This design comes from an exercise in tuning for small area on the open sky130 flow, not from production work. The RTL was checked by simulation tests, not by an equivalence proof against the original design. No activity file was given, so power comes from the tool's default toggle rates.

**flow/design.v**
```verilog
module tuya_rx_buffer #(
    parameter N = 59
) (
    input  wire       clk,
    input  wire       wr,
    input  wire [7:0] din,
    output wire [7:0] head,     
    output wire [7:0] prev,     
    output wire [7:0] win0,     
    output wire [7:0] win1      
);
    reg [8*N-1:0] ring;
    assign head = ring[8*N-1 -: 8];
    assign prev = ring[7:0];
    assign win0 = ring[47:40];
    assign win1 = ring[39:32];
    always @(posedge clk)
        ring <= {ring[8*N-9:0], wr ? din : head};
endmodule
module tuya_classify (
    input  wire [7:0] cmd,
    output reg  [3:0] kind,
    output reg        handled
);
    always @(*) begin
        case (cmd)
            8'h00: kind = 4'd0;    
            8'h01: kind = 4'd1;    
            8'h02: kind = 4'd2;    
            8'h03: kind = 4'd3;    
            8'h04: kind = 4'd4;    
            8'h05: kind = 4'd5;    
            8'h06: kind = 4'd6;    
            8'h07: kind = 4'd7;    
            8'h08: kind = 4'd8;    
            8'h1C: kind = 4'd9;    
            8'h21: kind = 4'd10;   
            8'h24: kind = 4'd11;   
            default: kind = 4'd12;  
        endcase
        case (kind)
            4'd0, 4'd1, 4'd2, 4'd6, 4'd7, 4'd8, 4'd9, 4'd10: handled = 1'b1;
            default: handled = 1'b0;
        endcase
    end
endmodule
module tuya_rx_framer (
    input  wire        clk,
    input  wire        rst,
    input  wire        in_valid,
    input  wire [7:0]  in_data,
    output wire        in_ready,
    output wire        out_valid,
    input  wire        out_ready,
    output wire [2:0]  out_kind,
    output wire [16:0] out_data,
    output wire [3:0]  out_class,
    output wire        out_last
);
    localparam N      = 58;           
    localparam [2:0] EV_GARBAGE   = 3'd1;
    localparam [2:0] EV_OVERSIZED = 3'd2;
    localparam [2:0] EV_DECODE    = 3'd3;
    localparam [2:0] EV_FRAME     = 3'd4;
    localparam [2:0] EV_PAYLOAD   = 3'd5;
    localparam [2:0] EV_UNKNOWN   = 3'd6;
    localparam [2:0] S_SCAN  = 3'd0;    
    localparam [2:0] S_HSUM  = 3'd1;    
    localparam [2:0] S_SYNC  = 3'd2;    
    localparam [2:0] S_RECV  = 3'd3;    
    localparam [2:0] S_FRAME = 3'd4;    
    localparam [2:0] S_PAY   = 3'd5;    
    localparam [2:0] S_UNK   = 3'd6;    
    localparam [2:0] S_DROP  = 3'd7;    
    reg  [2:0]  state;
    reg  [5:0]  q;        
    reg  [5:0]  w;        
    reg  [5:0]  e;        
    reg         ov;
    reg  [2:0]  ov_kind;
    reg  [16:0] ov_data;
    reg         hd;       
    wire [7:0] head, prev, win0, win1;
    reg        wr;
    tuya_rx_buffer #(.N(N)) u_ring (
        .clk  (clk),
        .wr   (wr),
        .din  (in_data),
        .head (head),
        .prev (prev),
        .win0 (win0),
        .win1 (win1)
    );
    wire [3:0] cls;
    wire       cls_handled;
    tuya_classify u_classify (
        .cmd     (ov_data[7:0]),
        .kind    (cls),
        .handled (cls_handled)
    );
    assign out_valid = ov;
    assign out_kind  = ov_kind;
    assign out_data  = ov_data;
    assign out_class = cls;
    assign out_last  = (w == e);
    wire slot_free = !ov || out_ready;
    function [7:0] add8(input [7:0] a, input [7:0] b);
        integer i;
        reg c;
        begin
            c = 1'b0;
            for (i = 0; i < 8; i = i + 1) begin
                add8[i] = a[i] ^ b[i] ^ c;
                c = (a[i] & b[i]) | (c & (a[i] ^ b[i]));
            end
        end
    endfunction
    function [16:0] inc17(input [16:0] a);
        integer i;
        reg c;
        begin
            c = 1'b1;
            for (i = 0; i < 17; i = i + 1) begin
                inc17[i] = a[i] ^ c;
                c = c & a[i];
            end
        end
    endfunction
    function [5:0] inc6(input [5:0] a);
        integer i;
        reg c;
        begin
            c = 1'b1;
            for (i = 0; i < 6; i = i + 1) begin
                inc6[i] = a[i] ^ c;
                c = c & a[i];
            end
        end
    endfunction
    wire       q_last  = (q == N - 1);
    wire [5:0] q_inc   = q_last ? 6'd0 : inc6(q);
    wire [5:0] w_inc   = inc6(w);
    wire [2:0] n       = w[2:0];
    wire       sync    = (win0 == 8'h55) && (win1 == 8'hAA);
    wire [7:0] acc_in  = (state == S_HSUM) ? head : in_data;
    wire [7:0] acc     = ov_data[7:0];    
    wire [7:0] acc_sum = add8(acc, acc_in);
    wire       len_big = (head[7:6] != 2'd0) || (head[5:3] == 3'b111 && head[2:1] != 2'd0);
    wire       len_hit = (ov_data[15:0] == {prev, head});
    reg accept;
    always @(*) begin
        case (state)
            S_SCAN:  accept = (q == 6'd0) && (n[2:1] != 2'b11 || (n == 3'd6 && !sync));
            S_SYNC:  accept = (q == 6'd0);
            S_RECV:  accept = (w == e) || (q == w);
            S_DROP:  accept = (w == 6'd0) || (w == 6'd1 && q == 6'd1 && !len_hit);
            default: accept = 1'b0;
        endcase
    end
    assign in_ready = accept;
    wire take = accept && in_valid;
    always @(*) begin
        case (state)
            S_SCAN:  wr = take;
            S_SYNC:  wr = take;
            S_RECV:  wr = take && (w != e);
            default: wr = 1'b0;
        endcase
    end
    always @(posedge clk) begin
        if (ov_kind == EV_FRAME)
            hd <= cls_handled;
    end
    always @(posedge clk) begin
        if (rst) begin
            state   <= S_SCAN;
            q       <= 6'd0;
            w       <= 6'd0;
            ov      <= 1'b0;
        end else begin
            if (ov && out_ready)
                ov <= 1'b0;
            q <= q_inc;
            case (state)
                S_SCAN: begin
                    if (take) begin
                        q   <= q;
                        w   <= w_inc;
                    end
                    if (q == N - 7 && n == 3'd7 && slot_free) begin
                        ov      <= 1'b1;
                        ov_kind <= EV_GARBAGE;
                        ov_data <= {9'd0, head};
                        w       <= 6'd6;
                    end
                    if (q == 6'd0 && n == 3'd6 && sync) begin
                        q     <= 6'd3;
                        w     <= 6'd0;
                        state <= S_HSUM;
                    end
                end
                S_HSUM: begin
                    if (q == N - 3 && slot_free) begin
                        ov_data[16]  <= 1'b0;
                        ov_data[7:0] <= 8'hFF;      
                        w            <= 6'd1;
                    end
                    if (w[0] && q == N - 2)
                        ov_data[15:8] <= head;
                    if (w[0] && (q == N - 2 || q == N - 1 || q[5:1] == 5'd0))
                        ov_data[7:0] <= acc_sum;
                    if (q == 6'd1 && w[0]) begin
                        e   <= head[5:0];
                        w   <= 6'd0;
                        state <= ((prev != 8'd0) || len_big) ? S_DROP : S_SYNC;
                    end
                end
                S_SYNC: begin
                    if (take) begin
                        if (e == 6'd0) begin
                            if (acc != in_data) begin
                                ov      <= 1'b1;
                                ov_kind <= EV_DECODE;
                                ov_data <= 17'd4;
                                state   <= S_SCAN;
                                q       <= 6'd0;
                                w       <= 6'd0;
                            end else
                                state <= S_FRAME;
                        end else begin
                            ov_data[7:0] <= acc_sum;
                            w     <= 6'd1;
                            state <= S_RECV;
                        end
                    end
                end
                S_RECV: begin
                    if (take) begin
                        if (w == e) begin
                            if (acc != in_data) begin
                                ov      <= 1'b1;
                                ov_kind <= EV_DECODE;
                                ov_data <= 17'd4;
                                state   <= S_SCAN;
                                q       <= 6'd0;
                                w       <= 6'd0;
                            end else
                                state <= S_FRAME;
                        end else begin
                            ov_data[7:0] <= acc_sum;
                            w   <= w_inc;
                        end
                    end
                end
                S_FRAME: begin
                    if (q == N - 1 && slot_free) begin
                        ov      <= 1'b1;
                        ov_kind <= EV_FRAME;
                        ov_data[7:0] <= head;
                        w       <= 6'd0;
                        state   <= (e == 6'd0) ? S_UNK : S_PAY;
                    end
                end
                S_PAY: begin
                    if (w == e)
                        state <= S_UNK;
                    else if (q == w && slot_free) begin
                        ov      <= 1'b1;
                        ov_kind <= EV_PAYLOAD;
                        ov_data <= {9'd0, head};
                        w       <= w_inc;
                    end
                end
                S_UNK: begin
                    if (q == N - 1 && slot_free) begin
                        if (!hd) begin
                            ov      <= 1'b1;
                            ov_kind <= EV_UNKNOWN;
                            ov_data <= {9'd0, head};
                        end
                        state <= S_SCAN;
                        q     <= 6'd0;
                        w     <= 6'd0;
                    end
                end
                S_DROP: begin
                    if (w == 6'd0) begin
                        if (take) begin
                            ov_data <= 17'd0;
                            w       <= 6'd1;
                        end
                    end else if (w == 6'd1) begin
                        if (q == 6'd1) begin
                            if (len_hit)
                                w <= 6'd2;
                            if (len_hit || in_valid)
                                ov_data <= inc17(ov_data);
                        end
                    end else if (w[3]) begin
                        ov      <= 1'b1;
                        ov_kind <= EV_OVERSIZED;
                        state   <= S_SCAN;
                        q       <= 6'd0;
                        w       <= 6'd0;
                    end else begin
                        ov_data <= inc17(ov_data);
                        w       <= w_inc;
                    end
                end
            endcase
        end
    end
endmodule
```
**flow/flow/run.sh**
```bash
#!/bin/bash
# The standard layout (standard.sh), with a smaller clock tree (small
# clock buffers, no dummy loads) and the smallest buffer on the ports.
export CTS_ARGS="-sink_clustering_enable -repair_clock_nets -dont_use_dummy_load -buf_list sky130_fd_sc_hd__clkbuf_4 -sink_clustering_size 12 -sink_clustering_max_diameter 40"
export BUFFER_PORTS_ARGS="-buffer_cell sky130_fd_sc_hd__buf_1"
bash standard.sh > standard.log 2>&1
```
**flow/standard.sh**
```bash
#!/bin/bash
# synth_recipe.tcl (not shown) runs the flow's synth.tcl, then flattens the netlist and writes it again
# the make line also repeats each setting of config.mk as NAME=value (left out here)
make -C /OpenROAD-flow-scripts/flow DESIGN_CONFIG=/design/flow/config.mk WORK_HOME=/design/flow/orfs CLKGATE_MAP_FILE= SYNTH_SCRIPT=/design/flow/synth_recipe.tcl "${@:-finish}"
```
**flow/config.mk**
```make
export PLATFORM = sky130hd
export DESIGN_NAME = tuya_rx_framer
export DESIGN_NICKNAME = tuya_rx_framer
export VERILOG_FILES = /design/flow/design.v
export SDC_FILE = /design/flow/constraint.sdc
export NUM_CORES = 4
export LEC_CHECK = 0
export CAP_MARGIN = 20
export CORE_MARGIN = 2
export CORE_UTILIZATION = 40
export PLACE_DENSITY = 0.6
export SLEW_MARGIN = 20
```
**flow/constraint.sdc**
```tcl
create_clock -name core_clock -period 10.0 [get_ports {clk}]
set_input_delay 2.0000 -clock core_clock [delete_from_list [all_inputs] [get_ports {clk}]]
set_output_delay 2.0000 -clock core_clock [all_outputs]
set_load 0.01 [all_outputs]
```
==> results.py, run 1 <==
metrics = {
    "synthesis": {
        "yosysSeqAreaShare_pct": 77.61,
        "synth_area_per_cell_um2": 14.19,
        "synth_flop_cell": "dfxtp_1",
        "ys_ff_latch": 507,
        "synth-async-reset-ratio_pct": 0,
        "syn-instance-count": 946,
        "ys_warn_count": 3,
        "synth_edf_count": 27,
        "syn-num-nets": 997,
        "yosysUniqueCellTypes": 68,
        "syn_area_mm2": 0.01343,
    },
    "critical_path": {
        "cp_slowest_cell": "edfxtp_1",
        "critical_path_arrival_ps": 3070,
        "required_ps": 8000,
        "rr_startpoint": "state[2]",
        "path_class": "flip-flop to output pin",
        "max_stage_delay_ps": 770,
        "reg2reg_depth": 15,
        "path_common_cell": "nor4_1",
        "end_kind": "output pin",
        "start_kind": "flip-flop",
        "worstPathMaxFanout": 15,
        "crit_chain": "xnor2_1, nand4_1, nor4_1, nor4_1, or2_2, buf_1",
        "crit_start": "ov_data[5]",
    },
    "layout": {
        "final_area_mm2": 0.01444,
        "fillers": 3081,
        "mostFrequentLayoutCell": "dfxtp_1",
        "drive_gt1_share_pct": 8.333,
        "mostFrequentLayoutCells": "480 x dfxtp_1, 63 x nand2_1, 55 x clkbuf_4, 44 x nor2_1, 38 x buf_1",
        "postLayoutCoreUtil_pct": 43.40,
        "finalNetCount": 1073,
        "area_growth_syn_to_layout_pct": 7.567,
    },
    "timing": {
        "fin_hold_ws_ps": 268.0,
        "hold_viol_final": 0,
        "tightest_slew_ps": 944.5,
        "slew_viol_final": 0,
        "rsz0062_at_grt": "false",
        "final.setup.worst_slack_ps": 4929,
        "finalSetupTns_ps": 0,
        "period_minus_slack_ps": 5071,
        "period_share_pct": 50.71,
        "maxSlewHeadroom_pct": 36.90,
        "clock_skew_ps": 123.8,
        "fmax_mhz": 197.2,
        "setup_viol_count_final": 0,
    },
    "global_routing": {
        "grt_first_pass_wirelength_um": 37360,
        "grt_overflow": 0,
        "grt_max_degree": 30,
        "grt.total_usage_pct": 13.34,
        "antenna_found_initial": 2,
        "first_global_vias": 6847,
    },
    "hold_path": {
        "min_from": "u_ring.ring[447]",
        "whs_path_depth": 0,
        "min_path_type": "flip-flop to flip-flop",
    },
    "place": {
        "gp_congestion": 0.8565,
        "hpwl_um": 15090,
        "port_buffers": 38,
        "dp_slack_ps": 4680,
        "place_area_mm2": 0.01403,
    },
    "power": {
        "peakVddDrop_v": 0.0001569,
        "leakagePower_nw": 5.707,
        "power_density_mw_per_mm2": 258.2,
    },
    "detailed_routing": {
        "wl_per_cell_um": 15.47,
        "drtIter0Drc": 391,
        "via_count": 6857,
        "ant_nets": 0,
        "wirelength_um": 22720,
        "drt_pass1_iterations": 4,
        "drc": 0,
        "viasPerCell": 4.668,
    },
    "floorplanning": {
        "initial_core_util_pct": 40.34,
        "num_rows": 67,
        "io-pin-count": 39,
        "core_area_mm2": 0.03328,
        "dieArea_mm2": 0.03505,
        "die_height_um": 187.2,
        "die_x_um": 187.2,
    },
    "cts": {
        "clkTransAtPathRegs_ps": 100,
        "clockBufferDepth": 3,
        "root_buffer": "clkbuf_4",
        "cts_max_level": 2,
        "insertion_delay_ps": 720,
        "cts_tree": "yes",
        "cts_buffers": 55,
        "cts_sinks": 507,
        "postCtsSetupBuffers": 0,
        "hold_buffers": 0,
        "cts_resized": 0,
    },
    "outcome": {
        "status": "no timing/DRC/antenna violations",
    },
    "flow_run": {
        "maxCapViolCount": 0,
    },
}
==> logic make-up (layout without fill, tap and decap cells) <==
group | count (synthesis) | in the layout | synth area share [%]
buffers and inverters | 43 | 117 | 1.575
other | 0 | 1 | 0
flip-flops | 507 | 507 | 77.61
AO/OA/AOI/OAI | 115 | 115 | 6.011
adder cells (fa/ha/maj) | 39 | 39 | 3.970
XOR/XNOR | 40 | 40 | 2.609
multiplexers | 11 | 11 | 0.8946
AND/OR/NAND/NOR | 191 | 191 | 7.334
==> layer usage <==
metal | GRT usage [%] | up-vias | routed length [um]
li1 | - | 3359 | -
met1 | 19.59 | 3263 | 11430
met2 | 18.86 | 172 | 9227
met3 | 3.415 | 63 | 1389
met4 | 4.976 | 0 | 671
met5 | 0 | - | 0
==> synthesized netlist by cell type, drive strengths merged, types with 12 or more instances <==
cell	instances	area [um2]
edfxtp	27	810.8
clkbuf	12	46.29
nor2	44	165.2
ha	33	412.9
nand2	63	236.5
inv	18	67.56
dfxtp	480	9609
a21oi	32	163.9
nor3	17	90.09
xnor2	27	236.5
nor4	15	127.6
o21ai	14	73.82
xor2	13	113.9
==> per-stage QoR <==
step / total power (W) / cells
after floorplan: 0.002830 / 946
after global placement: 0.002969 / 1413
after detailed placement: 0.002972 / 1413
after CTS: 0.003790 / 1468
after global routing: 0.003937 / 1469
final: 0.003729 / 1469
==> worst paths after layout <==
path	endpoint	slack, ps
setup / recovery	in_ready	4930
hold / removal	u_ring.ring[455]	270
setup reg to reg	ov_data[6]	5200
hold reg to reg	u_ring.ring[455]	270
==> critical path, delay by kind of cell, from the launching register on <==
family	cells	cell delay, ps
xor+xnor	1	190
buf+inv	1	150
flops	1	770
simple gates	4	1320
==> where the power goes <==
| group | switching (W) | internal, W | total [W] |
|---|---|---|---|
| clock | 0.000552 | 0.000252 | 0.000804 |
| sequential | 0.000138 | 0.00246 | 0.00260 |
| combinational | 0.000197 | 0.000126 | 0.000323 |
==> registers in the layout, indices dropped and copies added, names as in the netlist <==
register,count
hd,1
ov_kind,3
ov_data,17
ov,1
u_ring.ring,464
q,6
w,6
e,6
state,3
==> area by class of cell <==
cell class                      count  area, um2  share of cell area, %
Sequential cell                   507      10420                  72.15
Multi-Input combinational cell    396       2795                  19.35
Tap cell                          448      560.5                  3.881
Clock buffer                       55      412.9                  2.859
Timing Repair Buffer               43      180.2                  1.248
Inverter                           19      71.32                 0.4938
Antenna cell                        1      2.502                0.01733
==> run 2: changes to the inputs <==
--- a/flow/design.v
+++ b/flow/design.v
@@ -146,14 +146,13 @@
     wire [7:0] acc     = ov_data[7:0];    
     wire [7:0] acc_sum = add8(acc, acc_in);
     wire       len_big = (head[7:6] != 2'd0) || (head[5:3] == 3'b111 && head[2:1] != 2'd0);
-    wire       len_hit = (ov_data[15:0] == {prev, head});
     reg accept;
     always @(*) begin
         case (state)
             S_SCAN:  accept = (q == 6'd0) && (n[2:1] != 2'b11 || (n == 3'd6 && !sync));
             S_SYNC:  accept = (q == 6'd0);
             S_RECV:  accept = (w == e) || (q == w);
-            S_DROP:  accept = (w == 6'd0) || (w == 6'd1 && q == 6'd1 && !len_hit);
+            S_DROP:  accept = (w == 6'd0) && !ov_data[16];
             default: accept = 1'b0;
         endcase
     end
@@ -212,7 +211,11 @@
                     if (q == 6'd1 && w[0]) begin
                         e   <= head[5:0];
                         w   <= 6'd0;
-                        state <= ((prev != 8'd0) || len_big) ? S_DROP : S_SYNC;
+                        state <= S_SYNC;
+                        if ((prev != 8'd0) || len_big) begin
+                            ov_data <= {1'b0, ~prev, ~head};
+                            state   <= S_DROP;
+                        end
                     end
                 end
                 S_SYNC: begin
@@ -285,17 +288,12 @@
                 end
                 S_DROP: begin
                     if (w == 6'd0) begin
-                        if (take) begin
-                            ov_data <= 17'd0;
+                        if (take)
+                            ov_data <= inc17(ov_data);
+                        if (ov_data[16] && q == 6'd1) begin
+                            ov_data <= {1'b0, prev, head};
                             w       <= 6'd1;
                         end
-                    end else if (w == 6'd1) begin
-                        if (q == 6'd1) begin
-                            if (len_hit)
-                                w <= 6'd2;
-                            if (len_hit || in_valid)
-                                ov_data <= inc17(ov_data);
-                        end
                     end else if (w[3]) begin
                         ov      <= 1'b1;
                         ov_kind <= EV_OVERSIZED;
==> run 2 against run 1 <==
Maximum frequency down 0.84%. Synthesized area up 1.2%. Combinational power up 110%.
==> results.py, run 2 <==
metrics = {
    "outcome": {
        "status": "no timing/DRC/antenna violations",
    },
    "cts": {
        "cts_resized": 0,
        "postCtsSetupBuffers": 0,
        "cts_tree": "yes",
        "cts_max_level": 2,
        "cts_buffers": 54,
        "hold_buffers": 0,
        "clkTransAtPathRegs_ps": 120,
        "cts_sinks": 507,
        "root_buffer": "clkbuf_4",
        "clockBufferDepth": 3,
        "insertion_delay_ps": 710,
    },
    "critical_path": {
        "r2r-end": "ov_data[7]",
        "worstPathMaxFanout": 21,
        "rrSetupSlack_ps": 5000,
        "rr_startpoint": "state[2]",
        "critical_path_arrival_ps": 3110,
        "reg2reg_depth": 18,
        "end_kind": "output pin",
        "start_kind": "flip-flop",
        "path_class": "flip-flop to output pin",
        "required_ps": 8000,
    },
    "floorplanning": {
        "dieArea_mm2": 0.03545,
        "die_height_um": 188.3,
        "core_area_mm2": 0.03345,
        "initial_core_util_pct": 40.62,
        "io-pin-count": 39,
        "die_x_um": 188.3,
        "num_rows": 67,
    },
    "detailed_routing": {
        "wirelength_um": 23490,
        "drc": 0,
        "drtIter0Drc": 617,
        "wl_per_cell_um": 15.75,
        "via_count": 7080,
        "m1WireLength_um": 12030,
        "met3_length_um": 1758,
        "wl_met2_um": 9123,
        "dr.max_layer_used": "met4",
        "drt_pass1_iterations": 5,
        "viasPerCell": 4.748,
        "ant_nets": 0,
    },
    "power": {
        "peakVddDrop_v": 0.0001218,
        "p_sw_share_pct": 27.84,
        "power_density_mw_per_mm2": 269.4,
        "p_int_w": 0.002843,
        "seq_power_share_pct": 62.6,
        "leakagePower_nw": 5.872,
        "power.switching_w": 0.001097,
        "power.share.combinational_pct": 17.1,
        "clockPowerShare_pct": 20.3,
    },
    "synthesis": {
        "syn-instance-count": 972,
        "ys_ff_latch": 507,
        "ys_warn_count": 3,
        "synth_flop_cell": "dfxtp_1",
        "syn_area_mm2": 0.01359,
        "synth_largest_area_cell": "dfxtp_1",
        "synth_area_per_cell_um2": 13.98,
        "synthMostInstantiatedCell": "dfxtp_1",
        "synth-async-reset-ratio_pct": 0,
        "synth_common_cells": "480 x dfxtp_1, 59 x nor2_1, 55 x nand2_1",
        "yosysUniqueCellTypes": 69,
        "syn-num-nets": 1022,
        "yosysSeqAreaShare_pct": 76.70,
        "synth_edf_count": 27,
        "yosys-top-cells-area": "dfxtp_1 71%, edfxtp_1 6.0%, ha_1 2.9%, nor2_1 1.6%, nand2_1 1.5%",
        "synth_top_area_share_pct": 70.73,
    },
    "timing": {
        "slew_viol_final": 0,
        "clock_skew_ps": 132.5,
        "period_share_pct": 51.14,
        "tightest_slew_ps": 931.3,
        "maxSlewHeadroom_pct": 37.62,
        "setup_viol_count_final": 0,
        "finalSetupTns_ps": 0,
        "period_minus_slack_ps": 5114,
        "hold_viol_final": 0,
        "fmax_mhz": 195.5,
        "rsz0062_at_grt": "false",
    },
    "layout": {
        "drive_gt1_share_pct": 8.829,
        "area_growth_syn_to_layout_pct": 7.617,
        "postLayoutCoreUtil_pct": 43.71,
        "mostFrequentLayoutCell": "dfxtp_1",
        "fillers": 3047,
        "seq_area_mm2": 0.01042,
        "mostFrequentLayoutCells": "480 x dfxtp_1, 59 x nor2_1, 55 x nand2_1, 54 x clkbuf_4, 38 x buf_1",
        "top_regs": "u_ring.ring (464), ov_data (17)",
        "finalNetCount": 1094,
        "largest_reg_flops": 464,
        "multi_input_area_mm2": 0.002969,
        "largest-register": "u_ring.ring",
    },
    "hold_path": {
        "min_from": "u_ring.ring[103]",
        "hold_path_end": "u_ring.ring[111]",
        "whs_path_depth": 0,
        "min_path_type": "flip-flop to flip-flop",
    },
    "global_routing": {
        "first_global_vias": 6712,
        "grt_max_degree": 30,
        "antenna_found_initial": 1,
        "grt.total_usage_pct": 13.27,
        "grt_first_pass_wirelength_um": 37130,
        "grt_overflow": 0,
    },
    "place": {
        "port_buffers": 38,
        "gp_congestion": 0.8429,
        "hpwl_um": 15150,
    },
    "flow_run": {
        "maxCapViolCount": 0,
    },
}
==> run 2: cell types whose count changed after synthesis, moves of 10 or more <==
cell | before | now
nor2_1 | 44 | 59
o22ai_1 | 3 | 13
mux2i_1 | 3 | 16
xnor2_1 | 27 | 7
a22o_1 | 10 | 0
==> run 2: how the worst max path moves through the flow <==
| stage | start | endpoint | slack [ps] | depth (start not counted) |
|---|---|---|---|---|
| 6_report | state[2] | in_ready | 4890 | 4 |
| 5_1_grt | state[2] | in_ready | 4710 | 4 |
| 2_1_floorplan | in_data[0] | ov_data[7] | 4680 | 16 |
| 4_1_cts | state[2] | in_ready | 4830 | 4 |
| 3_3_place_gp | in_data[0] | ov_data[7] | 4380 | 17 |
| 3_5_place_dp | in_data[0] | ov_data[7] | 4300 | 17 |
==> run 2: power by group through the flow <==
stage          clock, W  combinational [W]  sequential (W)
2_1_floorplan         0           0.000507         0.00246
3_3_place_gp          0           0.000663         0.00251
3_5_place_dp          0           0.000666         0.00251
4_1_cts        0.000849           0.000669         0.00247
5_1_grt        0.000930           0.000751         0.00250
6_report       0.000799           0.000674         0.00247
==> run 2: logic make-up after synthesis <==
kind of cell	share of synthesized area (%)
mux	2.588
fa+ha+maj	3.905
buf+inv	1.446
simple gates	7.414
compound gates	6.401
flops	76.70
xor+xnor	1.547
==> run 2: cell type report <==
class                           instances  share of cell area [%]
Inverter                               18                  0.4621
Timing Repair Buffer                   45                   1.335
Clock buffer                           54                   2.773
Multi-Input combinational cell        418                   20.31
Sequential cell                       507                   71.27
Tap cell                              448                   3.834
Antenna cell                            1                 0.01712
==> run 2: metal layers <==
layer	up-vias	track usage (%)
li1	3453	-
met1	3347	20.32
met2	224	17.80
met3	56	3.632
met4	0	4.537
met5	-	0
==> run 2: stage by stage <==
stage	cells	instance area [um2]	total power, W	setup WS [ps]	hold slack (ps)
after CTS	1490	14620	0.003990	4827	250.5
after global placement	1436	14210	0.003172	4378	311.0
after floorplan	972	13590	0.002969	4682	309.6
final	1491	14620	0.003939	4886	254.5
after detailed placement	1436	14210	0.003180	4296	312.1
after global routing	1491	14620	0.004181	4711	248.5
==> run 2: critical path, stage by stage (launching register included) <==
cell and delay (ps):
dfxtp_1 800, nand3_1 710, or3_4 620, nand4_1 140
buf_1 180
==> run 3: changes to the inputs <==
==> flow/flow/run.sh (replaced) <==
#!/bin/bash
# The standard layout (standard.sh) with three changes:
#  - synthesis maps the logic with abc_deep.script (same script otherwise,
#    so the registers are the standard synthesis's); if its registers ever
#    differ from the standard synthesis's, the standard synthesis is used;
#  - a smaller clock tree: clkbuf_4 buffers, no dummy loads;
#  - the smallest buffer (buf_1) on the ports.
set -u
here=$PWD
export CTS_ARGS="-sink_clustering_enable -repair_clock_nets -dont_use_dummy_load -buf_list sky130_fd_sc_hd__clkbuf_4 -sink_clustering_size 12 -sink_clustering_max_diameter 40"
export BUFFER_PORTS_ARGS="-buffer_cell sky130_fd_sc_hd__buf_1"
export FLOW_ABC_SCRIPT=$here/flow/abc_deep.script

# synthesis script: synth_recipe.tcl with the ABC override after its first line
{ head -n 1 synth_recipe.tcl; cat flow/abc_override.tcl; tail -n +2 synth_recipe.tcl; } > area_synth.tcl
sed -e "s#SYNTH_SCRIPT=[^ ]*#SYNTH_SCRIPT=$here/area_synth.tcl#" standard.sh > area_standard.sh
# the standard synthesis alone, in its own folder, to compare registers with
sed -e "s#WORK_HOME=[^ ]*#WORK_HOME=$here/orfs_std#" -e '/^if \[\[/,/^fi/d' standard.sh > std_synth.sh

bash std_synth.sh synth > std_synth.log 2>&1
bash area_standard.sh synth > area_synth.log 2>&1

regs() { grep -oE 'sky130_fd_sc_hd__[a-z0-9]*df[a-z0-9_]* +\S+' "$1" | sort; }
std_v=$(ls orfs_std/results/*/*/*/1_2_yosys.v)
area_v=$(ls orfs/results/*/*/*/1_2_yosys.v)
if [[ -s "$std_v" && -s "$area_v" ]] && diff <(regs "$std_v") <(regs "$area_v") > regs_diff.log; then
  echo "registers match the standard synthesis" > regs_check.log
  bash area_standard.sh > standard.log 2>&1
else
  echo "registers differ from the standard synthesis: using it" > regs_check.log
  rm -rf orfs
  bash standard.sh > standard.log 2>&1
fi
rm -rf orfs_std
==> flow/flow/abc_deep.script (new file) <==
strash
&get -n
&deepsyn -T 60
&put
dch -f
map -a
==> flow/flow/abc_override.tcl (new file) <==
# Map the logic with abc_deep.script (deep AIG optimisation, then an
# area-oriented mapping) in place of the flow's ABC script. Only the
# combinational logic changes: the registers are mapped before ABC runs.
proc abc {args} {
  set out {}
  set skip 0
  foreach a $args {
    if {$skip} { set skip 0; continue }
    if {$a eq "-script"} {
      set skip 1
      lappend out -script $::env(FLOW_ABC_SCRIPT)
      continue
    }
    lappend out $a
  }
  yosys abc {*}$out
}
==> run 3 against run 2 <==
Register-to-register slack improved by 470 ps. Sequential cell count did not move. Highest routed layer unchanged. Critical endpoint unchanged. Largest power group unchanged. Synthesized cell count fell by 3.6%. Core utilization rose by 0.45 points. First-iteration DRC count fell by 25%. Worst hold slack improved by 5.5 ps. Clock-buffer cell count rose by 2. Sequential power rose by 6%. Largest cell class unchanged. Worst setup slack improved by 29 ps.
==> results.py, run 3 <==
metrics = {
    "synthesis": {
        "synth_top_area_share_pct": 74.81,
        "syn-num-nets": 987,
        "synth_edf_count": 27,
        "synth_largest_area_cell": "dfxtp_1",
        "yosys-top-cells-area": "dfxtp_1 75%, edfxtp_1 6.3%, ha_1 3.1%, nand2_1 2.7%, clkinv_1 2.1%",
        "synth_flop_cell": "dfxtp_1",
        "synthMostInstantiatedCell": "dfxtp_1",
        "synth-async-reset-ratio_pct": 0,
        "ys_ff_latch": 507,
        "synth_common_cells": "480 x dfxtp_1, 92 x nand2_1, 73 x clkinv_1",
        "yosysUniqueCellTypes": 35,
        "yosysSeqAreaShare_pct": 81.12,
        "syn-instance-count": 937,
        "ys_warn_count": 3,
        "syn_area_mm2": 0.01284,
        "synth_area_per_cell_um2": 13.71,
    },
    "timing": {
        "fin_hold_ws_ps": 260.0,
        "maxSlewHeadroom_pct": 28.92,
        "period_share_pct": 50.85,
        "slew_viol_final": 0,
        "clock_skew_ps": 71.38,
        "period_minus_slack_ps": 5085,
        "setup_viol_count_final": 0,
        "tightest_slew_ps": 1059,
        "rsz0062_at_grt": "false",
        "finalSetupTns_ps": 0,
        "fmax_mhz": 196.6,
        "hold_viol_final": 0,
    },
    "cts": {
        "clockBufferDepth": 3,
        "postCtsSetupBuffers": 0,
        "cts_tree": "yes",
        "cts_max_level": 2,
        "cts_sinks": 507,
        "hold_buffers": 0,
        "root_buffer": "clkbuf_4",
        "cts_resized": 0,
        "cts_buffers": 56,
        "clkTransAtPathRegs_ps": 110,
        "insertion_delay_ps": 710,
    },
    "hold_path": {
        "min_from": "u_ring.ring[197]",
        "whs_path_depth": 0,
        "hold_path_end": "u_ring.ring[205]",
        "min_path_type": "flip-flop to flip-flop",
    },
    "layout": {
        "drive_gt1_share_pct": 6.486,
        "finalNetCount": 1085,
        "fillers": 2904,
        "largest_reg_flops": 464,
        "largest-register": "u_ring.ring",
        "area_growth_syn_to_layout_pct": 8.494,
        "mostFrequentLayoutCells": "480 x dfxtp_1, 92 x nand2_1, 73 x clkinv_1, 56 x clkbuf_4, 50 x nor2_1",
        "mostFrequentLayoutCell": "dfxtp_1",
        "top_regs": "u_ring.ring (464), ov_data (17)",
    },
    "global_routing": {
        "grt_max_degree": 18,
        "antenna_found_initial": 2,
        "grt_overflow": 0,
        "grt.total_usage_pct": 12.61,
        "first_global_vias": 6326,
        "grt_first_pass_wirelength_um": 33450,
    },
    "critical_path": {
        "rr_startpoint": "state[1]",
        "required_ps": 8000,
        "r2r-end": "ov_data[11]",
        "path_buf_inv": 2,
        "start_kind": "flip-flop",
        "end_kind": "output pin",
        "worstPathMaxFanout": 6,
        "critPathTopFamily": "simple AND/OR/NAND/NOR gates",
        "cp_slowest_cell": "dfxtp_1",
        "rrSetupSlack_ps": 5470,
        "critical_path_arrival_ps": 3090,
        "crit_chain": "clkinv_1, o21ai_0, nor4_1, or2_2, nor2_1, nor2_1, o21ai_0, o221ai_1, buf_1",
        "path_class": "flip-flop to output pin",
        "max_stage_delay_ps": 510,
        "reg2reg_depth": 18,
    },
    "floorplanning": {
        "die_x_um": 183.2,
        "core_area_mm2": 0.03156,
        "initial_core_util_pct": 40.71,
        "die_height_um": 183.2,
        "io-pin-count": 39,
        "dieArea_mm2": 0.03356,
        "num_rows": 65,
    },
    "detailed_routing": {
        "wl_per_cell_um": 14.38,
        "drc": 0,
        "via_count": 6618,
        "ant_nets": 0,
        "drt_pass1_iterations": 5,
        "wirelength_um": 20640,
        "drtIter0Drc": 462,
        "viasPerCell": 4.609,
    },
    "place": {
        "gp_congestion": 0.9129,
        "hpwl_um": 13600,
        "port_buffers": 38,
    },
    "power": {
        "leakagePower_nw": 5.400,
        "seq_power_share_pct": 67.6,
        "clockPowerShare_pct": 21.0,
        "power.switching_w": 0.0009963,
        "p_int_w": 0.002860,
        "power_density_mw_per_mm2": 276.7,
        "peakVddDrop_v": 0.00009566,
        "p_sw_share_pct": 25.84,
        "power.share.combinational_pct": 11.4,
    },
    "outcome": {
        "status": "no timing/DRC/antenna violations",
    },
    "flow_run": {
        "maxCapViolCount": 0,
    },
}
==> run 3: kinds of logic (layout without fill, tap and decap cells) <==
group / Yosys count / count (layout) / share of synthesized area (%)
AO/OA/AOI/OAI: 112 / 112 / 5.552
XOR/XNOR: 7 / 7 / 0.4773
adder cells (fa/ha/maj): 38 / 38 / 4.052
buffers and inverters: 74 / 170 / 2.162
flip-flops: 507 / 507 / 81.12
multiplexers: 1 / 1 / 0.08766
other: 0 / 1 / 0
AND/OR/NAND/NOR: 198 / 198 / 6.546
==> run 3: how the worst max path moves through the flow <==
stage	from	endpoint	slack [ps]	depth (start not counted)
after detailed placement	in_data[0]	ov_data[7]	4580	16
after global placement	in_data[0]	ov_data[7]	4640	16
final	w[3]	in_ready	4910	9
after floorplan	in_data[0]	ov_data[7]	4800	15
after global routing	w[0]	in_ready	4570	9
after CTS	w[0]	in_ready	4880	9
==> run 3: power groups by stage <==
stage / Combinational (W) / Clock, W / Sequential [W]
4_1_cts: 0.000440 / 0.000862 / 0.00261
3_3_place_gp: 0.000438 / 0 / 0.00265
6_report: 0.000441 / 0.000810 / 0.00261
2_1_floorplan: 0.000290 / 0 / 0.00260
5_1_grt: 0.000495 / 0.000944 / 0.00265
3_5_place_dp: 0.000436 / 0 / 0.00265
==> run 3: layout make-up <==
class / instances / area [um2] / share of cell area, %
antenna: 1 / 2.502 / 0.01796
clock buffer: 56 / 420.4 / 3.017
inverter: 73 / 274.0 / 1.966
multi-input combinational: 356 / 2153 / 15.45
sequential: 507 / 10420 / 74.77
tap: 402 / 503.0 / 3.609
timing repair buffer: 41 / 162.7 / 1.167
==> run 3: per-stage QoR <==
stage          power (W)  std cells  utilization [%]  cell area (um2)  setup WS (ps)
3_3_place_gp    0.003088       1378            42.79            13500           4640
6_report        0.003856       1436            44.16            13940           4915
4_1_cts         0.003915       1435            44.14            13930           4885
2_1_floorplan   0.002892        937                -            12840           4797
3_5_place_dp    0.003086       1379            42.80            13510           4576
5_1_grt         0.004091       1436            44.16            13940           4574
==> run 3: routing by layer <==
layer  routed length, um  GRT usage (%)  vias to the layer above
met5                   0              0                        -
li1                    -              -                     3280
met3                1333          2.959                       48
met4                 568          4.960                        0
met1               10330          18.29                     3108
met2                8412          18.20                      182
==> run 4: changes to the inputs <==
--- a/flow/flow/run.sh
+++ b/flow/flow/run.sh
@@ -1,6 +1,7 @@
 #!/bin/bash
 # The standard layout (standard.sh) with three changes:
-#  - synthesis maps the logic with abc_deep.script (same script otherwise,
+#  - synthesis leaves adders to ABC and maps the logic with abc_deep.script
+#    (same script otherwise,
 #    so the registers are the standard synthesis's); if its registers ever
 #    differ from the standard synthesis's, the standard synthesis is used;
 #  - a smaller clock tree: clkbuf_4 buffers, no dummy loads;
==> flow/flow/abc_override.tcl (replaced) <==
# Leave adders to ABC (no extract_fa half/full-adder cells), and map the
# logic with abc_deep.script (deep AIG optimisation, then an area-oriented
# mapping) in place of the flow's ABC script. Only the combinational logic
# changes: the registers are mapped before ABC runs.
proc extract_fa {args} { }
proc abc {args} {
  set out {}
  set skip 0
  foreach a $args {
    if {$skip} { set skip 0; continue }
    if {$a eq "-script"} {
      set skip 1
      lappend out -script $::env(FLOW_ABC_SCRIPT)
      continue
    }
    lappend out $a
  }
  yosys abc {*}$out
}
==> run 4 against run 3 <==
Global-route usage fell by 0.36 points. Synthesized cell count rose by 2.2%. First-iteration DRC count fell by 14%. Critical endpoint unchanged. Synthesized area fell by 1.7%. Cell area fell by 1.8%. Worst hold slack improved by 25 ps. Still clean.
==> results.py, run 4 <==
metrics = {
    "timing": {
        "setup_viol_count_final": 0,
        "tightest_slew_ps": 971.8,
        "finalSetupTns_ps": 0,
        "period_minus_slack_ps": 4908,
        "hold_viol_final": 0,
        "slew_viol_final": 0,
        "clock_skew_ps": 105.7,
        "fmax_mhz": 203.8,
        "maxSlewHeadroom_pct": 34.67,
        "period_share_pct": 49.08,
        "fin_hold_ws_ps": 284.7,
        "rsz0062_at_grt": "false",
    },
    "synthesis": {
        "syn-num-nets": 970,
        "synthMostInstantiatedCell": "dfxtp_1",
        "yosysSeqAreaShare_pct": 82.51,
        "synth_edf_count": 27,
        "ys_warn_count": 3,
        "synth_area_per_cell_um2": 13.18,
        "synth-async-reset-ratio_pct": 0,
        "yosys-top-cells-area": "dfxtp_1 76%, edfxtp_1 6.4%, nor2_1 2.4%, clkinv_1 2.4%, nand2_1 2.3%",
        "yosysUniqueCellTypes": 35,
        "synth_largest_area_cell": "dfxtp_1",
        "syn-instance-count": 958,
        "ys_ff_latch": 507,
        "syn_area_mm2": 0.01263,
        "synth_flop_cell": "dfxtp_1",
        "synth_top_area_share_pct": 76.09,
        "synth_common_cells": "480 x dfxtp_1, 82 x nor2_1, 81 x clkinv_1",
    },
    "critical_path": {
        "crit_chain": "clkinv_1, nor2_1, nand3_1, nor3_1, nand4_1, o21a_1, o21ai_0, o211ai_1, buf_1",
        "max_stage_delay_ps": 450,
        "rr_startpoint": "state[1]",
        "critical_path_arrival_ps": 2910,
        "worstPathMaxFanout": 6,
        "rrSetupSlack_ps": 5870,
        "end_kind": "output pin",
        "critPathTopFamily": "simple AND/OR/NAND/NOR gates",
        "r2r-end": "ov_data[16]",
        "cp_slowest_cell": "dfxtp_1",
        "start_kind": "flip-flop",
        "path_buf_inv": 2,
        "path_class": "flip-flop to output pin",
        "required_ps": 8000,
        "reg2reg_depth": 15,
    },
    "cts": {
        "hold_buffers": 0,
        "root_buffer": "clkbuf_4",
        "insertion_delay_ps": 670,
        "cts_sinks": 507,
        "clockBufferDepth": 3,
        "postCtsSetupBuffers": 0,
        "cts_resized": 0,
        "cts_tree": "yes",
        "cts_max_level": 2,
        "clkTransAtPathRegs_ps": 110,
        "cts_buffers": 52,
    },
    "power": {
        "peakVddDrop_v": 0.0001239,
        "leakagePower_nw": 5.145,
        "power_density_mw_per_mm2": 272.5,
    },
    "global_routing": {
        "grt_overflow": 0,
        "grt.total_usage_pct": 12.25,
        "antenna_found_initial": 0,
        "first_global_vias": 6576,
        "grt_first_pass_wirelength_um": 32520,
        "grt_max_degree": 20,
    },
    "detailed_routing": {
        "wirelength_um": 20100,
        "drc": 0,
        "wl_per_cell_um": 13.85,
        "ant_nets": 0,
        "via_count": 6662,
        "viasPerCell": 4.591,
        "drt_pass1_iterations": 5,
        "drtIter0Drc": 397,
    },
    "hold_path": {
        "hold_path_end": "u_ring.ring[17]",
        "min_path_type": "flip-flop to flip-flop",
        "min_from": "u_ring.ring[9]",
        "whs_path_depth": 0,
    },
    "floorplanning": {
        "die_height_um": 181.7,
        "die_x_um": 181.7,
        "core_area_mm2": 0.03131,
        "dieArea_mm2": 0.03301,
        "initial_core_util_pct": 40.33,
        "num_rows": 65,
        "io-pin-count": 39,
    },
    "layout": {
        "largest-register": "u_ring.ring",
        "mostFrequentLayoutCells": "480 x dfxtp_1, 82 x nor2_1, 81 x clkinv_1, 79 x nand2_1, 52 x clkbuf_4",
        "antennaDiodeCount": 0,
        "largest_reg_flops": 464,
        "area_growth_syn_to_layout_pct": 8.392,
        "finalNetCount": 1063,
        "top_regs": "u_ring.ring (464), ov_data (17)",
        "mostFrequentLayoutCell": "dfxtp_1",
        "drive_gt1_share_pct": 5.910,
    },
    "flow_run": {
        "maxCapViolCount": 0,
    },
    "place": {
        "hpwl_um": 13200,
        "gp_congestion": 0.8847,
        "port_buffers": 38,
    },
    "outcome": {
        "status": "no timing/DRC/antenna violations",
    },
}
-- run 4: cell count changes in the layout (fill, tap and decap cells not counted), sizes merged, moves of 5 or more --
cell    previous run  this run
o21ai             44        35
clkinv            73        81
a21oi             13        35
nand2             92        79
ha                32         0
o211ai             1         6
xor2               0         6
nor2              50        82
a22oi             17        10
fa                 6         0
nor3              17        27
-- run 4: layout make-up --
class	count	area [um2]
Fill cell	2887	17620
Sequential cell	507	10420
Multi-Input combinational cell	369	1913
Tap cell	402	503.0
Clock buffer	52	390.4
Inverter	81	304.0
Timing Repair Buffer	40	157.7
-- run 4: worst reg2reg max path: stages (launching register included) --
cell	delay, ps
dfxtp_1	440
clkinv_1	250
nor2_1	230
clkinv_1	110
nor2_1	180
clkinv_1	160
nor2_1	170
nand4_1	190
nor4_2	770
nor2_1	470
clkinv_1	290
nor2_1	100
nor2_1	130
o21ai_0	160
a21oi_1	180
a21oi_1	50
-- run 4: metrics by stage --
stage               total power, W  worst slack [ps]  std cells  utilization [%]  cell area (um2)
floorplan                 0.002821              5439        958                -            12630
global placement          0.002990              5178       1399            42.47            13300
detailed placement        0.002987              5142       1399            42.47            13300
CTS                       0.003779              5091       1451            43.72            13690
global route              0.003934              4852       1451            43.72            13690
finish                    0.003730              5092       1451            43.72            13690
-- run 4: kinds of logic after synthesis --
logic type | after synthesis | share of synthesized area (%)
flops | 507 | 82.51
compound gates | 127 | 6.331
buf+inv | 82 | 2.437
simple gates | 226 | 7.609
xor+xnor | 16 | 1.110
-- run 4: worst max path at each step --
stage	depth (start not counted)	start	endpoint
floorplan	8	out_ready	ov_data[10]
global placement	18	in_data[0]	ov_data[7]
detailed placement	18	in_data[0]	ov_data[7]
CTS	9	state[1]	in_ready
global route	9	state[1]	in_ready
finish	9	w[1]	in_ready
-- run 4: power by group --
part | switching [W] | internal, W | total [W]
sequential | 0.000132 | 0.00243 | 0.00256
clock | 0.000543 | 0.000240 | 0.000783
combinational | 0.000262 | 0.000121 | 0.000384
total | 0.000937 | 0.00279 | 0.00373
-- run 4: per-layer routing --
metal / global-route usage (%) / up-vias / part of all wire, %
li1: - / 3337 / -
met1: 17.15 / 3131 / 50
met2: 18.02 / 150 / 42
met3: 3.349 / 44 / 5.8
met4: 4.846 / 0 / 2.6
met5: 0 / - / 0
==> run 5: changes to the inputs <==
--- a/flow/config.mk
+++ b/flow/config.mk
@@ -7,6 +7,6 @@
 export LEC_CHECK = 0
 export CAP_MARGIN = 20
 export CORE_MARGIN = 2
-export CORE_UTILIZATION = 40
-export PLACE_DENSITY = 0.6
+export CORE_UTILIZATION = 60
+export PLACE_DENSITY = 0.8
 export SLEW_MARGIN = 20
==> run 5 against run 4 <==
Clock-buffer cell count shrank 2. Critical path type unchanged. Largest cell class unchanged. First-iteration DRC count increased by 5.5%. Still clean on timing, DRC and antenna. Cell area shrank 1.2%. Final cell count fell by 8.8%. Non-clock buffer count increased by 1. Clock skew decreased by 56 ps. Highest routed layer unchanged. Via count grew 0.90%.
==> results.py, run 5 <==
metrics = {
    "timing": {
        "clock_skew_ps": 49.41,
        "period_share_pct": 48.99,
        "hold_viol_final": 0,
        "finalSetupTns_ps": 0,
        "setup_viol_count_final": 0,
        "fmax_mhz": 204.1,
        "maxSlewHeadroom_pct": 36.94,
        "rsz0062_at_grt": "false",
        "slew_viol_final": 0,
        "tightest_slew_ps": 942.5,
        "period_minus_slack_ps": 4899,
    },
    "critical_path": {
        "start_kind": "flip-flop",
        "path_class": "flip-flop to output pin",
        "path_buf_inv": 2,
        "max_stage_delay_ps": 460,
        "critPathTopFamily": "simple AND/OR/NAND/NOR gates",
        "end_kind": "output pin",
        "worstPathMaxFanout": 6,
        "required_ps": 8000,
        "cp_slowest_cell": "dfxtp_1",
        "critical_path_arrival_ps": 2900,
        "crit_chain": "clkinv_1, nor2_1, nand3_1, nor3_1, nand4_1, o21a_1, o21ai_0, o211ai_1, buf_1",
    },
    "synthesis": {
        "yosysSeqAreaShare_pct": 82.51,
        "synth_top_area_share_pct": 76.09,
        "synth_common_cells": "480 x dfxtp_1, 82 x nor2_1, 81 x clkinv_1",
        "ys_warn_count": 3,
        "synth-async-reset-ratio_pct": 0,
        "synth_flop_cell": "dfxtp_1",
        "synth_edf_count": 27,
        "synth_largest_area_cell": "dfxtp_1",
        "synth_area_per_cell_um2": 13.18,
        "yosysUniqueCellTypes": 35,
        "yosys-top-cells-area": "dfxtp_1 76%, edfxtp_1 6.4%, nor2_1 2.4%, clkinv_1 2.4%, nand2_1 2.3%",
        "ys_ff_latch": 507,
        "syn_area_mm2": 0.01263,
        "syn-instance-count": 958,
        "synthMostInstantiatedCell": "dfxtp_1",
        "syn-num-nets": 970,
    },
    "detailed_routing": {
        "viasPerCell": 5.077,
        "drc": 0,
        "wl_per_cell_um": 15.38,
        "drtIter0Drc": 419,
        "drt_pass1_iterations": 6,
        "via_count": 6722,
        "ant_nets": 0,
        "wirelength_um": 20370,
    },
    "global_routing": {
        "grt_first_pass_wirelength_um": 33310,
        "grt.total_usage_pct": 19.08,
        "grt_max_degree": 20,
        "grt_overflow": 0,
        "antenna_found_initial": 1,
        "first_global_vias": 6645,
    },
    "layout": {
        "largest-register": "u_ring.ring",
        "mostFrequentLayoutCells": "480 x dfxtp_1, 82 x nor2_1, 81 x clkinv_1, 79 x nand2_1, 50 x clkbuf_4",
        "final_area_mm2": 0.01352,
        "drive_gt1_share_pct": 5.725,
        "top_regs": "u_ring.ring (464), ov_data (17)",
        "finalNetCount": 1062,
        "mostFrequentLayoutCell": "dfxtp_1",
        "stdcell_count": 1324,
        "area_growth_syn_to_layout_pct": 7.045,
        "fillers": 1548,
        "largest_reg_flops": 464,
    },
    "power": {
        "leakagePower_nw": 5.141,
        "power.share.combinational_pct": 10.1,
        "p_sw_share_pct": 25.15,
        "power_density_mw_per_mm2": 275.3,
        "seq_power_share_pct": 69.2,
        "clockPowerShare_pct": 20.6,
        "p_int_w": 0.002785,
        "power.switching_w": 0.0009359,
        "power_w": 0.003721,
        "peakVddDrop_v": 0.0001823,
    },
    "cts": {
        "cts_tree": "yes",
        "postCtsSetupBuffers": 0,
        "cts_sinks": 507,
        "clockBufferDepth": 3,
        "hold_buffers": 0,
        "root_buffer": "clkbuf_4",
        "cts_resized": 0,
        "insertion_delay_ps": 660,
        "cts_buffers": 50,
        "cts_max_level": 2,
        "clkTransAtPathRegs_ps": 120,
    },
    "floorplanning": {
        "die_x_um": 149.1,
        "dieArea_mm2": 0.02222,
        "num_rows": 53,
        "io-pin-count": 39,
        "core_area_mm2": 0.02082,
        "die_height_um": 149.1,
        "initial_core_util_pct": 60.65,
    },
    "place": {
        "hpwl_um": 13680,
        "place_area_mm2": 0.01314,
        "place_inst": 1273,
        "port_buffers": 38,
        "gp_congestion": 0.9284,
    },
    "flow_run": {
        "maxCapViolCount": 0,
    },
    "outcome": {
        "status": "no timing/DRC/antenna violations",
    },
    "hold_path": {
        "min_path_type": "flip-flop to flip-flop",
    },
}
-- run 5: cell count changes in the layout (fill, tap and decap cells not counted), sizes merged --
cell / change
clkbuf: -2
buf: +1
diode: +1
-- run 5: area by class of cell --
type	instances	area [um2]	area share (%)
Sequential cell	507	10420	77.08
Multi-Input combinational cell	369	1907	14.11
Clock buffer	50	375.4	2.777
Tap cell	275	344.1	2.545
Inverter	81	304.0	2.249
Timing Repair Buffer	41	165.2	1.222
Antenna cell	1	2.502	0.01851
-- run 5: per-layer routing --
layer	global-route usage, %	wire (um)	vias to the layer above
met5	0	0	-
met2	29.54	9271	202
met4	8.190	601	0
met1	26.41	9439	3135
li1	-	-	3329
met3	3.914	1055	56
-- run 5: worst paths after layout --
check	start	to	slack, ps	cells past startpoint
max	w[1]	in_ready	5100	9
min	u_ring.ring[256]	u_ring.ring[264]	300	0
max reg2reg	state[2]	ov_data[7]	5940	17
min reg2reg	u_ring.ring[256]	u_ring.ring[264]	300	0
-- run 5: worst register-to-register path: stages, from the launching register on --
cell and delay, ps:
dfxtp_1 450, nor2_1 110, nand2_1 540, clkinv_1 490, a21oi_1 280, o21ai_0 110
nand2_1 110, nor2_1 60, a21oi_1 200, o21ai_0 130, or2_2 290, a21boi_0 140
nor2_1 170, nor2_1 80, or2_2 290, a21boi_0 150, nor2_1 110, o221ai_1 130
-- run 5: power by group through the flow --
| stage | Sequential (W) | Combinational, W | Clock, W |
|---|---|---|---|
| 2_1_floorplan | 0.00256 | 0.000261 | 0 |
| 3_5_place_dp | 0.00262 | 0.000371 | 0 |
| 6_report | 0.00258 | 0.000378 | 0.000767 |
| 5_1_grt | 0.00262 | 0.000422 | 0.000873 |
| 4_1_cts | 0.00258 | 0.000373 | 0.000796 |
| 3_3_place_gp | 0.00260 | 0.000365 | 0 |
-- run 5: cells by family (layout without fill, tap and decap cells) --
| group | count (synthesis) | in the layout | share of synthesized area, % |
|---|---|---|---|
| flip-flops | 507 | 507 | 82.51 |
| AND/OR/NAND/NOR | 226 | 226 | 7.609 |
| AO/OA/AOI/OAI | 127 | 127 | 6.331 |
| buffers and inverters | 82 | 172 | 2.437 |
| XOR/XNOR | 16 | 16 | 1.110 |
| other | 0 | 1 | 0 |
-- run 5: stage by stage --
stage	utilization, %	setup slack, ps	hold WS (ps)
final	64.92	5101	297.5
after global routing	64.92	4784	301.2
after CTS	64.91	5104	306.2
after detailed placement	63.11	5144	312.1
after global placement	63.11	5242	311.6
after floorplan	-	5439	309.6
==> run 6: changes to the inputs <==
--- a/flow/flow/run.sh
+++ b/flow/flow/run.sh
@@ -8,7 +8,7 @@
 #  - the smallest buffer (buf_1) on the ports.
 set -u
 here=$PWD
-export CTS_ARGS="-sink_clustering_enable -repair_clock_nets -dont_use_dummy_load -buf_list sky130_fd_sc_hd__clkbuf_4 -sink_clustering_size 12 -sink_clustering_max_diameter 40"
+export CTS_ARGS="-sink_clustering_enable -repair_clock_nets -dont_use_dummy_load -buf_list sky130_fd_sc_hd__clkbuf_8 -sink_clustering_size 18 -sink_clustering_max_diameter 40"
 export BUFFER_PORTS_ARGS="-buffer_cell sky130_fd_sc_hd__buf_1"
 export FLOW_ABC_SCRIPT=$here/flow/abc_deep.script
 
--- a/flow/config.mk
+++ b/flow/config.mk
@@ -7,6 +7,6 @@
 export LEC_CHECK = 0
 export CAP_MARGIN = 20
 export CORE_MARGIN = 2
-export CORE_UTILIZATION = 60
-export PLACE_DENSITY = 0.8
+export CORE_UTILIZATION = 40
+export PLACE_DENSITY = 0.6
 export SLEW_MARGIN = 20
==> run 6 against run 5 <==
Still clean. Via count is 2.0% lower. Worst setup slack gained 140 ps. Sequential power is essentially flat. Wire length down 2.1%. Sequential cell count is the same. Clock-buffer cell count fell by 9. Highest routed layer unchanged.
==> results.py, run 6 <==
metrics = {
    "critical_path": {
        "critPathTopFamily": "simple AND/OR/NAND/NOR gates",
        "cp_slowest_cell": "nor2_1",
        "worstPathMaxFanout": 6,
        "path_buf_inv": 2,
        "required_ps": 8000,
        "critical_path_arrival_ps": 2760,
        "rrSetupSlack_ps": 5850,
        "crit_chain": "clkinv_1, nor2_1, nand3_1, nor3_1, nand4_1, o21a_1, o21ai_0, o211ai_1, buf_1",
        "path_class": "flip-flop to output pin",
        "reg2reg_depth": 15,
        "rr_startpoint": "state[1]",
        "start_kind": "flip-flop",
        "r2r-end": "ov_data[16]",
        "end_kind": "output pin",
        "max_stage_delay_ps": 450,
    },
    "synthesis": {
        "synth_flop_cell": "dfxtp_1",
        "synth_area_per_cell_um2": 13.18,
        "synth_edf_count": 27,
        "yosysSeqAreaShare_pct": 82.51,
        "ys_ff_latch": 507,
        "yosysUniqueCellTypes": 35,
        "syn-instance-count": 958,
        "yosys-top-cells-area": "dfxtp_1 76%, edfxtp_1 6.4%, nor2_1 2.4%, clkinv_1 2.4%, nand2_1 2.3%",
        "synth_largest_area_cell": "dfxtp_1",
        "synth-async-reset-ratio_pct": 0,
        "synth_common_cells": "480 x dfxtp_1, 82 x nor2_1, 81 x clkinv_1",
        "ys_warn_count": 3,
        "synthMostInstantiatedCell": "dfxtp_1",
        "syn_area_mm2": 0.01263,
        "syn-num-nets": 970,
        "synth_top_area_share_pct": 76.09,
    },
    "layout": {
        "area_growth_syn_to_layout_pct": 9.769,
        "largest_reg_flops": 464,
        "fillers": 2864,
        "mostFrequentLayoutCells": "480 x dfxtp_1, 82 x nor2_1, 81 x clkinv_1, 79 x nand2_1, 41 x clkbuf_8",
        "largest-register": "u_ring.ring",
        "finalNetCount": 1052,
        "antennaDiodeCount": 0,
        "postLayoutCoreUtil_pct": 44.27,
        "mostFrequentLayoutCell": "dfxtp_1",
        "drive_gt1_share_pct": 4.913,
        "top_regs": "u_ring.ring (464), ov_data (17)",
    },
    "detailed_routing": {
        "viasPerCell": 4.574,
        "via_count": 6587,
        "wirelength_um": 19940,
        "wl_per_cell_um": 13.85,
        "drtIter0Drc": 350,
        "ant_nets": 0,
        "drt_pass1_iterations": 5,
        "drc": 0,
    },
    "global_routing": {
        "grt_max_degree": 20,
        "first_global_vias": 6427,
        "grt_first_pass_wirelength_um": 32080,
        "grt_overflow": 0,
        "antenna_found_initial": 0,
        "grt.total_usage_pct": 12.12,
    },
    "timing": {
        "rsz0062_at_grt": "false",
        "finalSetupTns_ps": 0,
        "tightest_slew_ps": 973.3,
        "setup_viol_count_final": 0,
        "hold_viol_final": 0,
        "maxSlewHeadroom_pct": 34.57,
        "final.setup.worst_slack_ps": 5241,
        "period_minus_slack_ps": 4759,
        "period_share_pct": 47.59,
        "clock_skew_ps": 112.8,
        "fmax_mhz": 210.1,
        "slew_viol_final": 0,
    },
    "hold_path": {
        "hold_path_end": "u_ring.ring[288]",
        "whs_path_depth": 0,
        "min_from": "u_ring.ring[280]",
        "min_path_type": "flip-flop to flip-flop",
    },
    "power": {
        "leakagePower_nw": 5.201,
        "peakVddDrop_v": 0.0001208,
        "power_density_mw_per_mm2": 279.1,
    },
    "flow_run": {
        "maxCapViolCount": 0,
    },
    "cts": {
        "hold_buffers": 0,
        "postCtsSetupBuffers": 0,
        "cts_tree": "yes",
        "insertion_delay_ps": 570,
        "cts_buffers": 41,
        "cts_max_level": 2,
        "cts_sinks": 507,
        "clkTransAtPathRegs_ps": 90,
        "cts_resized": 0,
        "root_buffer": "clkbuf_8",
        "clockBufferDepth": 3,
    },
    "floorplanning": {
        "core_area_mm2": 0.03131,
        "die_height_um": 181.7,
        "die_x_um": 181.7,
        "io-pin-count": 39,
        "dieArea_mm2": 0.03301,
        "num_rows": 65,
        "initial_core_util_pct": 40.33,
    },
    "place": {
        "hpwl_um": 13200,
        "port_buffers": 38,
        "gp_congestion": 0.8847,
        "dp_slack_ps": 5142,
    },
    "outcome": {
        "status": "no timing/DRC/antenna violations",
    },
}
run 6: cell counts after synthesis:
Identical to the previous run, type by type.
run 6: logic make-up after synthesis:
kind of cell / Yosys count / synth area share [%]
buffers and inverters: 82 / 2.437
xor gates and xnor gates: 16 / 1.110
and+or+nand+nor: 226 / 7.609
DFF: 507 / 82.51
AOI/OAI and AO/OA: 127 / 6.331
run 6: metrics by stage:
step | total power [W] | instance area (um2) | hold slack [ps] | instances
after floorplan | 0.002821 | 12630 | 309.6 | 958
after global placement | 0.002990 | 13300 | 310.7 | 1399
final | 0.003870 | 13860 | 296.7 | 1440
after global routing | 0.004062 | 13860 | 298.1 | 1440
after detailed placement | 0.002987 | 13300 | 312.1 | 1399
after CTS | 0.003918 | 13860 | 300.6 | 1440
run 6: worst max-delay path by stage:
stage	startpoint	end	slack [ps]	cells past startpoint
final	w[1]	in_ready	5240	9
after global routing	state[1]	in_ready	5020	9
after global placement	in_data[0]	ov_data[7]	5180	18
after detailed placement	in_data[0]	ov_data[7]	5140	18
after CTS	state[1]	in_ready	5230	9
after floorplan	out_ready	ov_data[10]	5440	8
run 6: report_power, final:
part | switching (W) | internal [W]
logic | 0.000262 | 0.000121
registers | 0.000130 | 0.00243
clock network | 0.000556 | 0.000367
run 6: layer usage:
layer | vias up | GRT usage [%] | part of all wire (%)
li1 | 3304 | - | -
met1 | 3063 | 17.14 | 51
met2 | 156 | 17.73 | 41
met3 | 64 | 2.788 | 5.1
met4 | 0 | 5.496 | 3.5
met5 | - | 0 | 0
run 6: cell type report:
type                    instances  area (um2)  share of cell area [%]
inverters                      81       304.0                   2.193
repair buffers                 40       157.7                   1.137
flip-flops and latches        507       10420                   75.17
clock buffers                  41       564.3                   4.071
well taps                     402       503.0                   3.628
multi-input cells             369        1913                   13.80
run 6: worst register-to-register path: stages (launching register included):
cell,delay (ps)
dfxtp_1,430
clkinv_1,250
nor2_1,240
clkinv_1,110
nor2_1,180
clkinv_1,150
nor2_1,170
nand4_1,200
nor4_2,770
nor2_1,470
clkinv_1,280
nor2_1,100
nor2_1,130
o21ai_0,170
a21oi_1,180
a21oi_1,60
==> run 7: changes to the inputs <==
--- a/flow/flow/run.sh
+++ b/flow/flow/run.sh
@@ -8,7 +8,7 @@
 #  - the smallest buffer (buf_1) on the ports.
 set -u
 here=$PWD
-export CTS_ARGS="-sink_clustering_enable -repair_clock_nets -dont_use_dummy_load -buf_list sky130_fd_sc_hd__clkbuf_8 -sink_clustering_size 18 -sink_clustering_max_diameter 40"
+export CTS_ARGS="-sink_clustering_enable -repair_clock_nets -dont_use_dummy_load -buf_list sky130_fd_sc_hd__clkbuf_4 -sink_clustering_size 13 -sink_clustering_max_diameter 35"
 export BUFFER_PORTS_ARGS="-buffer_cell sky130_fd_sc_hd__buf_1"
 export FLOW_ABC_SCRIPT=$here/flow/abc_deep.script
 
==> run 7 against run 6 <==
Synthesized cell count stayed put. Largest power group unchanged. Global-route usage is 0.13 points higher. Final cell count is 0.69% higher. Worst hold slack better by 6.2 ps.
==> results.py, run 7 <==
metrics = {
    "detailed_routing": {
        "drt_pass1_iterations": 5,
        "wl_per_cell_um": 13.78,
        "ant_nets": 0,
        "drc": 0,
        "wirelength_um": 19990,
        "via_count": 6636,
        "drtIter0Drc": 417,
        "viasPerCell": 4.577,
    },
    "power": {
        "leakagePower_nw": 5.140,
        "peakVddDrop_v": 0.0001342,
        "power_density_mw_per_mm2": 272.1,
        "power_w": 0.003722,
    },
    "layout": {
        "largest_reg_flops": 464,
        "finalNetCount": 1062,
        "largest-register": "u_ring.ring",
        "mostFrequentLayoutCells": "480 x dfxtp_1, 82 x nor2_1, 81 x clkinv_1, 79 x nand2_1, 51 x clkbuf_4",
        "top_regs": "u_ring.ring (464), ov_data (17)",
        "drive_gt1_share_pct": 5.821,
        "stdcell_count": 1450,
        "antennaDiodeCount": 0,
        "fillers": 2881,
        "seq_area_mm2": 0.01042,
        "mostFrequentLayoutCell": "dfxtp_1",
        "multi_input_area_mm2": 0.001913,
        "area_growth_syn_to_layout_pct": 8.332,
    },
    "timing": {
        "maxSlewHeadroom_pct": 32.91,
        "fmax_mhz": 204.9,
        "clock_skew_ps": 96.09,
        "period_share_pct": 48.82,
        "tightest_slew_ps": 998.0,
        "final.setup.worst_slack_ps": 5118,
        "hold_viol_final": 0,
        "slew_viol_final": 0,
        "period_minus_slack_ps": 4882,
        "rsz0062_at_grt": "false",
        "setup_viol_count_final": 0,
        "finalSetupTns_ps": 0,
    },
    "global_routing": {
        "first_global_vias": 6495,
        "grt_max_degree": 20,
        "grt_overflow": 0,
        "grt.total_usage_pct": 12.25,
        "antenna_found_initial": 0,
        "grt_first_pass_wirelength_um": 32420,
    },
    "place": {
        "dp_slack_ps": 5142,
        "place_inst": 1399,
        "gp_congestion": 0.8847,
        "hpwl_um": 13200,
        "port_buffers": 38,
    },
    "critical_path": {
        "critPathTopFamily": "simple AND/OR/NAND/NOR gates",
        "crit_chain": "clkinv_1, nor2_1, clkinv_1, nor2_1, clkinv_1, nor2_1, nand4_1, o211ai_1, buf_1",
        "start_kind": "flip-flop",
        "rr_startpoint": "state[1]",
        "reg2reg_depth": 15,
        "path_buf_inv": 4,
        "rrSetupSlack_ps": 5820,
        "critical_path_arrival_ps": 2880,
        "path_class": "flip-flop to output pin",
        "r2r-end": "ov_data[16]",
        "worstPathMaxFanout": 7,
        "end_kind": "output pin",
        "max_stage_delay_ps": 450,
        "required_ps": 8000,
        "cp_slowest_cell": "dfxtp_1",
        "worst-path-stages": 9,
    },
    "cts": {
        "hold_buffers": 0,
        "cts_sinks": 507,
        "postCtsSetupBuffers": 0,
        "clockBufferDepth": 3,
        "cts_buffers": 51,
        "cts_tree": "yes",
        "cts_max_level": 2,
        "clkTransAtPathRegs_ps": 110,
        "cts_resized": 0,
        "root_buffer": "clkbuf_4",
        "insertion_delay_ps": 680,
    },
    "hold_path": {
        "hold_path_end": "u_ring.ring[253]",
        "min_path_type": "flip-flop to flip-flop",
        "whs_path_depth": 0,
        "min_from": "u_ring.ring[245]",
    },
    "synthesis": {
        "synth_largest_area_cell": "dfxtp_1",
        "syn_area_mm2": 0.01263,
        "synth_flop_cell": "dfxtp_1",
        "yosysSeqAreaShare_pct": 82.51,
        "ys_warn_count": 3,
        "synth-async-reset-ratio_pct": 0,
        "syn-num-nets": 970,
        "ys_ff_latch": 507,
        "synth_common_cells": "480 x dfxtp_1, 82 x nor2_1, 81 x clkinv_1",
        "synth_edf_count": 27,
        "synth_top_area_share_pct": 76.09,
        "syn-instance-count": 958,
        "yosys-top-cells-area": "dfxtp_1 76%, edfxtp_1 6.4%, nor2_1 2.4%, clkinv_1 2.4%, nand2_1 2.3%",
        "synthMostInstantiatedCell": "dfxtp_1",
        "synth_area_per_cell_um2": 13.18,
        "yosysUniqueCellTypes": 35,
    },
    "floorplanning": {
        "die_height_um": 181.7,
        "num_rows": 65,
        "io-pin-count": 39,
        "initial_core_util_pct": 40.33,
        "dieArea_mm2": 0.03301,
        "core_area_mm2": 0.03131,
        "die_x_um": 181.7,
    },
    "outcome": {
        "status": "no timing/DRC/antenna violations",
    },
    "flow_run": {
        "maxCapViolCount": 0,
    },
}
run 7: cell types whose count changed in the layout (fill, tap and decap cells not counted), sizes merged:
cell	before	now
clkbuf	41	51
run 7: worst max path at each step:
stage                           from          end
after floorplan            out_ready  ov_data[10]
after global placement    in_data[0]   ov_data[7]
after detailed placement  in_data[0]   ov_data[7]
after CTS                   state[1]     in_ready
final                       state[1]     in_ready
after global routing        state[1]     in_ready
run 7: logic make-up (layout without fill, tap and decap cells):
family	Yosys count	after routing	synth area share, %
flip-flops	507	507	82.51
XOR/XNOR	16	16	1.110
buffers and inverters	82	172	2.437
AO/OA/AOI/OAI	127	127	6.331
AND/OR/NAND/NOR	226	226	7.609
run 7: per-layer routing:
| metal | GRT usage, % | routed length (um) |
|---|---|---|
| met5 | 0 | 0 |
| met3 | 3.510 | 1232 |
| met4 | 4.943 | 562 |
| met2 | 17.79 | 8179 |
| met1 | 17.23 | 10010 |
run 7: area by class of cell:
cell class | count | area share [%]
flip-flops and latches | 507 | 76.17
multi-input cells | 369 | 13.98
well taps | 402 | 3.677
clock buffers | 51 | 2.799
inverters | 81 | 2.222
repair buffers | 40 | 1.152
run 7: stage by stage:
step / hold WS [ps] / util, % / instance area (um2)
after CTS: 287.5 / 43.69 / 13680
after global placement: 310.7 / 42.47 / 13300
after global routing: 274.7 / 43.69 / 13680
after floorplan: 309.6 / - / 12630
final: 303.0 / 43.69 / 13680
after detailed placement: 312.1 / 42.47 / 13300
run 7: power by group:
part           internal [W]  total (W)  switching, W
Sequential          0.00243    0.00256      0.000131
Combinational      0.000121   0.000383      0.000262
Clock              0.000235   0.000777      0.000541
run 7: worst reg2reg max path: stages, from the launching register on:
cell	delay [ps]
dfxtp_1	450
clkinv_1	250
nor2_1	240
clkinv_1	110
nor2_1	180
clkinv_1	150
nor2_1	170
nand4_1	190
nor4_2	790
nor2_1	480
clkinv_1	290
nor2_1	110
nor2_1	130
o21ai_0	160
a21oi_1	180
a21oi_1	50

[what the ideal ports hide]
How much do the figures lean on ideal ports? The routed layouts below were timed once more, with nothing changed but the port constraints. Step 1: set_driving_cell puts a clkbuf_16 on clk and a buf_2 on each other input, an assumption about the parent block. Step 2 also shifts input and output timing later by t, the mid clock arrival at the registers, as if the neighbouring blocks saw the same clock. Three values: ideal, step 1, step 2; two values: the first two.
run	t, ns	slack for setup (ns)	worst setup path after step 2	clock arrival spread, ns
run 1	0.696	4.929 / 4.889 / 4.616	input to register	0.124 / 0.124
run 2	0.688	4.886 / 4.841 / 4.253	input to register	0.138 / 0.138
run 3	0.707	4.915 / 4.869 / 4.564	input to register	0.098 / 0.098
run 4	0.659	5.092 / 5.052 / 5.141	input to register	0.112 / 0.111
run 5	0.674	5.101 / 5.061 / 5.076	input to register	0.049 / 0.050
run 6	0.562	5.241 / 5.200 / 5.124	input to register	0.119 / 0.119
run 7	0.672	5.118 / 5.078 / 5.126	input to register	0.100 / 0.100
After both steps every run listed still meets setup and hold. The setup slack of run 2, which loses most, moves by -0.045 ns with the drivers and by -0.633 ns with both steps.
